Context: an optimization exercise on an open-source flow, tuned for small area, a short achievable clock period and few clock cycles. The choices shown serve that exercise and are no tape-out recipe.
Only simulation tests tie the RTL to the original design; equivalence was not proved.

--- flow/run.sh ---
#!/bin/bash
# synth_recipe.tcl (not shown) runs the flow's synth.tcl, then flattens the netlist and writes it again
# the make line also repeats each setting of config.mk as NAME=value (left out here)
make -C /OpenROAD-flow-scripts/flow DESIGN_CONFIG=/design/flow/config.mk WORK_HOME=/design/flow/orfs CLKGATE_MAP_FILE= SYNTH_SCRIPT=/design/flow/synth_recipe.tcl finish
--- flow/constraint.sdc ---
create_clock -name core_clock -period 13.0 [get_ports {clk}]
set_input_delay 2.6000 -clock core_clock [delete_from_list [all_inputs] [get_ports {clk}]]
set_output_delay 2.6000 -clock core_clock [all_outputs]
set_load 0.01 [all_outputs]
--- flow/design.v ---
module bilinear_scaler (
    input  wire        clk,
    input  wire        rst,
    input  wire        start,
    input  wire        ch4,
    input  wire [15:0] src_addr,
    input  wire [15:0] dst_addr,
    input  wire [11:0] old_w,
    input  wire [11:0] old_h,
    input  wire [11:0] new_w,
    input  wire [11:0] new_h,
    output reg         busy,
    output reg         done,
    output reg         error,
    output reg         mem_valid,
    output reg         mem_we,
    output reg  [15:0] mem_addr,
    output reg  [7:0]  mem_wdata,
    input  wire        mem_ready,
    input  wire [7:0]  mem_rdata
);
    localparam S_IDLE   = 4'd0;
    localparam S_DIVX   = 4'd1;
    localparam S_DIVY   = 4'd2;
    localparam S_PIXEL  = 4'd3;
    localparam S_READ   = 4'd4;
    localparam S_MAC    = 4'd5;
    localparam S_DIV    = 4'd6;
    localparam S_WRITE  = 4'd7;
    localparam S_NEXT   = 4'd8;
    reg [3:0]  state;
    reg        c4;
    reg [15:0] src_r, dst_r;
    reg [11:0] ow, oh, nw, nh;
    reg [11:0] qx, rxs;    
    reg [11:0] qy, rys;    
    reg [11:0] dv_rem;
    reg [11:0] dv_quo;
    reg [3:0]  dv_cnt;
    reg [11:0] dx, dy;
    reg [11:0] sx, rx;
    reg [11:0] sy, ry;
    reg [15:0] dst_ptr;
    reg [15:0] addr_a, addr_b, addr_c, addr_d;
    reg [23:0] wa, wb, wc, wd;
    reg [23:0] den;
    reg [1:0]  k;
    reg [1:0]  tap;
    reg [7:0]  pa, pb, pc, pd;
    reg [31:0] num;
    reg [7:0]  quo;
    reg [2:0]  bit_i;
    wire [2:0] cn = c4 ? 3'd4 : 3'd3;
    wire [11:0] x1 = (sx + 12'd1 < ow) ? sx + 12'd1 : sx;
    wire [11:0] y1 = (sy + 12'd1 < oh) ? sy + 12'd1 : sy;
    wire [23:0] row0 = sy * ow;
    wire [23:0] row1 = y1 * ow;
    wire [23:0] pix_a = row0 + sx;
    wire [23:0] pix_b = row0 + x1;
    wire [23:0] pix_c = row1 + sx;
    wire [23:0] pix_d = row1 + x1;
    function [15:0] byte_addr;
        input [23:0] pix;
        input        four;
        begin
            byte_addr = four ? {pix[13:0], 2'b00} : pix[15:0] + {pix[14:0], 1'b0};
        end
    endfunction
    wire [11:0] nrx = nw - rx;
    wire [11:0] nry = nh - ry;
    wire [31:0] mac = pa * wa + pb * wb + pc * wc + pd * wd;
    wire [31:0] den_sh = {8'd0, den} << bit_i;
    wire [12:0] rx_sum = rx + rxs;
    wire        rx_wrap = (rx_sum >= {1'b0, nw});
    wire [12:0] ry_sum = ry + rys;
    wire        ry_wrap = (ry_sum >= {1'b0, nh});
    wire [11:0] dv_div = (state == S_DIVX) ? nw : nh;
    wire [11:0] dv_num = (state == S_DIVX) ? ow - 12'd1 : oh - 12'd1;
    wire [12:0] dv_trial = {dv_rem, dv_num[dv_cnt]};
    wire        dv_ge = (dv_trial >= {1'b0, dv_div});
    wire [11:0] dv_rem_n = dv_ge ? dv_trial - {1'b0, dv_div} : dv_trial[11:0];
    wire [11:0] dv_quo_n = {dv_quo[10:0], dv_ge};
    reg  [15:0] tap_addr;
    always @(*) begin
        case (tap)
            2'd0: tap_addr = addr_a;
            2'd1: tap_addr = addr_b;
            2'd2: tap_addr = addr_c;
            default: tap_addr = addr_d;
        endcase
    end
    always @(posedge clk) begin
        if (rst) begin
            state     <= S_IDLE;
            busy      <= 1'b0;
            done      <= 1'b0;
            error     <= 1'b0;
            mem_valid <= 1'b0;
            mem_we    <= 1'b0;
            mem_addr  <= 16'd0;
            mem_wdata <= 8'd0;
        end else begin
            done <= 1'b0;
            case (state)
                S_IDLE: begin
                    if (start) begin
                        c4    <= ch4;
                        src_r <= src_addr;
                        dst_r <= dst_addr;
                        ow    <= old_w;
                        oh    <= old_h;
                        nw    <= new_w;
                        nh    <= new_h;
                        error <= 1'b0;
                        if (old_w == 12'd0 || old_h == 12'd0 ||
                            new_w == 12'd0 || new_h == 12'd0) begin
                            error <= 1'b1;
                            done  <= 1'b1;
                        end else begin
                            busy   <= 1'b1;
                            state  <= S_DIVX;
                            dv_rem <= 12'd0;
                            dv_quo <= 12'd0;
                            dv_cnt <= 4'd11;
                        end
                    end
                end
                S_DIVX, S_DIVY: begin
                    dv_rem <= dv_rem_n;
                    dv_quo <= dv_quo_n;
                    dv_cnt <= dv_cnt - 4'd1;
                    if (dv_cnt == 4'd0) begin
                        dv_rem <= 12'd0;
                        dv_quo <= 12'd0;
                        dv_cnt <= 4'd11;
                        if (state == S_DIVX) begin
                            qx    <= dv_quo_n;
                            rxs   <= dv_rem_n;
                            state <= S_DIVY;
                        end else begin
                            qy      <= dv_quo_n;
                            rys     <= dv_rem_n;
                            den     <= nw * nh;
                            dx      <= 12'd0;
                            dy      <= 12'd0;
                            sx      <= 12'd0;
                            rx      <= 12'd0;
                            sy      <= 12'd0;
                            ry      <= 12'd0;
                            dst_ptr <= dst_r;
                            state   <= S_PIXEL;
                        end
                    end
                end
                S_PIXEL: begin
                    addr_a <= src_r + byte_addr(pix_a, c4);
                    addr_b <= src_r + byte_addr(pix_b, c4);
                    addr_c <= src_r + byte_addr(pix_c, c4);
                    addr_d <= src_r + byte_addr(pix_d, c4);
                    wa <= nrx * nry;
                    wb <= rx * nry;
                    wc <= ry * nrx;
                    wd <= rx * ry;
                    k   <= 2'd0;
                    tap <= 2'd0;
                    state <= S_READ;
                end
                S_READ: begin
                    if (!mem_valid) begin
                        mem_valid <= 1'b1;
                        mem_we    <= 1'b0;
                        mem_addr  <= tap_addr + {14'd0, k};
                    end else if (mem_ready) begin
                        mem_valid <= 1'b0;
                        case (tap)
                            2'd0: pa <= mem_rdata;
                            2'd1: pb <= mem_rdata;
                            2'd2: pc <= mem_rdata;
                            default: pd <= mem_rdata;
                        endcase
                        tap <= tap + 2'd1;
                        if (tap == 2'd3)
                            state <= S_MAC;
                    end
                end
                S_MAC: begin
                    num   <= mac;
                    quo   <= 8'd0;
                    bit_i <= 3'd7;
                    state <= S_DIV;
                end
                S_DIV: begin
                    if (num >= den_sh) begin
                        num <= num - den_sh;
                        quo[bit_i] <= 1'b1;
                    end
                    bit_i <= bit_i - 3'd1;
                    if (bit_i == 3'd0)
                        state <= S_WRITE;
                end
                S_WRITE: begin
                    if (!mem_valid) begin
                        mem_valid <= 1'b1;
                        mem_we    <= 1'b1;
                        mem_addr  <= dst_ptr;
                        mem_wdata <= quo;
                    end else if (mem_ready) begin
                        mem_valid <= 1'b0;
                        mem_we    <= 1'b0;
                        dst_ptr   <= dst_ptr + 16'd1;
                        if ({1'b0, k} == cn - 3'd1) begin
                            state <= S_NEXT;
                        end else begin
                            k     <= k + 2'd1;
                            tap   <= 2'd0;
                            state <= S_READ;
                        end
                    end
                end
                S_NEXT: begin
                    state <= S_PIXEL;
                    if (dx == nw - 12'd1) begin
                        dx <= 12'd0;
                        sx <= 12'd0;
                        rx <= 12'd0;
                        if (dy == nh - 12'd1) begin
                            busy  <= 1'b0;
                            done  <= 1'b1;
                            state <= S_IDLE;
                        end else begin
                            dy <= dy + 12'd1;
                            sy <= sy + qy + {11'd0, ry_wrap};
                            ry <= ry_wrap ? ry_sum - {1'b0, nh} : ry_sum[11:0];
                        end
                    end else begin
                        dx <= dx + 12'd1;
                        sx <= sx + qx + {11'd0, rx_wrap};
                        rx <= rx_wrap ? rx_sum - {1'b0, nw} : rx_sum[11:0];
                    end
                end
                default: state <= S_IDLE;
            endcase
        end
    end
endmodule
--- flow/config.mk ---
export PLATFORM = sky130hd
export DESIGN_NAME = bilinear_scaler
export DESIGN_NICKNAME = bilinear_scaler
export VERILOG_FILES = /design/flow/design.v
export SDC_FILE = /design/flow/constraint.sdc
export NUM_CORES = 4
export LEC_CHECK = 0
export CAP_MARGIN = 20
export CORE_MARGIN = 2
export CORE_UTILIZATION = 40
export SLEW_MARGIN = 20
==> results.toml <==
[sta]
max_slew.worst_pin.slew_ns = 1.190
skew_ns = 0.08436
finalCriticalPeriod_ns = 12.13
final-setup-viol-count = 0
finalCritPeriodShare_pct = 93.30
setup_tns_ns = 0
hold_violations = 0
fmax_mhz = 82.45
slew_headroom_pct = 20.64
rsz0062_at_grt = "false"
slew_violations = 0

[clock_tree]
clockRootBuffer = "clkbuf_16"
cts_setup_buffers = 0
ctsHtreeMaxLevel = 3
cts_max_path_buffers = 3
clk_latency_ns = 0.74
cts_sinks = 540
path_clk_slew_ns = 0.06
hold_buffers = 0
cts_tree = "yes"
post_cts_resized = 0
cts_made_buffers = 72

[logic_synthesis]
ys_warn_count = 1
ys_seq_area_share_pct = 17.84
ys.flop_type = "edfxtp_1"
synth_cells = 9737
synth_area_leaders = "fa_1 (31%), edfxtp_1 (17%), ha_1 (12%)"
syn-num-nets = 12056
netlist_top_cells_count = "inv_1 (1813), nand2_1 (1450), fa_1 (1373), ha_1 (853), edfxtp_1 (507)"
synth_top_area_share_pct = 30.87
synth.distinct_cells = 91
synth_seq_cells = 540
async_flop_share_pct = 0
avgSynthCellArea_sq_um = 9.144
yosysMostFrequentCell = "inv_1"
syn-cell-area_sq_mm = 0.08903
yosysTopAreaCell = "fa_1"
synth-edff-count = 507

[global_route]
met2_usage_pct = 39.19
track_usage_pct = 23.19
use_met3_pct = 2.897
globalRouteOverflowTotal = 0
grt_max_degree = 72
grt_pass1_wl_mm = 405.8
antenna_found_initial = 6
grt_use_met1_pct = 30.35
grt_pass1_vias = 70579
busiest_layer = "met2"

[setup_path]
crit_path_top_delay_cell = "edfxtp_1"
arrival_ns = 12.59
endpoint_kind = "flop"
cp-startpoint = "sy[7]$_SDFFCE_PP0P_"
start_kind = "flop"
crit_fanout = 16
crit_required_ns = 13.46
crit_top_cell = "ha_1"
cp_slowest_stage_delay_ns = 0.76
criticalPathCategory = "reg2reg"
r2r-start = "sy[7]$_SDFFCE_PP0P_"

[placement]
portBuffers = 121
post-place-cells = 12584
place_congestion = 0.9103
post-dp-hpwl_mm = 208.9

[min_path]
hold_path.class = "reg2reg"
worstHoldStart = "mem_wdata[6]$_SDFFE_PP0P_"

[drt]
ant_nets = 0
viasPerCell = 5.300
post_drt_wl_per_cell_um = 20.35
routed_wl_mm = 259.0
drt-initial-drc-count = 4707
route.detailed.drc = 0
route.vias.total = 67453
drt-pass1-iter-count = 6

[layout]
instances_no_fill = 12727
nFillCells = 21578
layout-drive-gt1-share_pct = 3.519
synthToLayoutAreaGrowth_pct = 8.294
nNetsFinal = 12008

[floorplanning]
die_area_sq_mm = 0.2264
initial_core_util_pct = 40.17
core_area_sq_mm = 0.2217
die_x_um = 475.8
die_h_um = 475.8
io_pins = 122
num_rows = 173

[job]
cap_violations = 0

[status]
outcome = "finished clean"
==> per-stage QoR <==
stage	hold WS [ns]	util (%)	area, sq um	worst slack (ns)
after floorplan	0.4215	-	89030	2.581
after global placement	0.4564	42.30	93750	1.225
after detailed placement	0.4554	42.31	93780	1.107
after CTS	0.4773	43.45	96310	1.049
after global routing	0.5032	43.50	96410	0.1853
final	0.4774	43.50	96420	0.8708
==> layout by cell type, fill, tap and decap left out, types with 24 or more instances in the layout <==
cell type        synthesis  routed
inv_1                 1813    1813
nand2_1               1450    1449
fa_1                  1373    1373
ha_1                   853     852
edfxtp_1               507     507
nor2_1                 497     492
and2_1                 421     421
a21oi_1                362     362
xnor2_1                363     355
o21ai_0                287     285
nand3_1                151     150
xor2_1                 147     145
buf_4                    5     124
clkdlybuf4s50_1          0     120
nor3_1                 111     106
a21o_1                  82      82
clkbuf_16                0      73
o21bai_1                70      70
nand2b_1                69      69
and3_1                  69      68
nor2b_1                 64      64
a21boi_0                63      63
mux2i_1                 60      60
o21a_1                  48      48
a211oi_1                39      39
dfxtp_1                 33      33
nand4_1                 30      30
or3_1                   29      29
a31oi_1                 28      28
o211ai_1                26      26
nor4_1                  31      26
o31ai_1                 24      24
==> final timing paths <==
check	endpoint	slack, ns	cells after the start
setup / recovery	addr_d[15]$_DFFE_PP_	0.87	39
hold / removal	mem_wdata[6]$_SDFFE_PP0P_	0.48	2
setup reg to reg	addr_d[15]$_DFFE_PP_	0.87	39
hold reg to reg	mem_wdata[6]$_SDFFE_PP0P_	0.48	2
==> layout make-up <==
| type | count | area [sq um] | area share [%] |
|---|---|---|---|
| clock buffer | 85 | 1872 | 1.941 |
| clock inverter | 46 | 665.6 | 0.6904 |
| inverter | 1824 | 6847 | 7.101 |
| multi-input combinational | 6999 | 65170 | 67.59 |
| antenna | 6 | 15.01 | 0.01557 |
| tap | 2975 | 3722 | 3.861 |
| sequential | 540 | 15890 | 16.48 |
| timing repair buffer | 252 | 2242 | 2.325 |
==> worst max-delay path: cells and delay by family, from the launching register on <==
family | cells | cell delay, ns
adders and majority gates | 10 | 3.96
buffers and inverters | 4 | 0.26
xor gates and xnor gates | 5 | 1.55
AOI/OAI and AO/OA | 8 | 2.88
DFF | 1 | 0.76
and+or+nand+nor | 12 | 2.44
==> flip-flops by register name, summed over array words and instances (netlist names), 24 cells and up <==
name,cells
wc,24
num,32
den,24
wa,24
wd,24
wb,24
==> cell families after synthesis <==
kind of cell / synth area share, %
and+or+nand+nor: 15.22
adders and majority gates: 42.86
buffers and inverters: 9.290
AOI/OAI and AO/OA: 8.442
DFF: 17.84
xor gates and xnor gates: 5.087
muxes: 1.265
==> layer usage <==
layer	wire length, um	up-vias
met5	13	-
met4	10000	2
met3	15210	424
met2	124900	1986
met1	108900	34274
li1	-	30767
Testbench counts, summed over its fixed seeds: cycles 839,179.

static timing again, ports no longer ideal:
The results above use ideal ports. As a check the final layout listed here was re-extracted and re-timed, cells and wires unchanged. Step 1 sets driving cells, clkbuf_16 on the clock port and buf_2 on the other inputs (assumed; they add their load-dependent delay and slew). Step 2 moves the port delays by t, midway between the first and last clock arrival at a register: inputs arrive t later, outputs are due t later. That takes back most of the time a late clock gives input paths. a / b / c = ideal ports / drivers / drivers and shift; a / b = the first two.
t, ns: 0.774
setup slack, ns: 0.871 / 0.871 / 0.871
pins driven straight from the clock port: 1
After both steps this run still meets setup and hold. For this run, drivers alone change the setup slack by 0.000 ns; drivers and shift together by 0.000 ns.
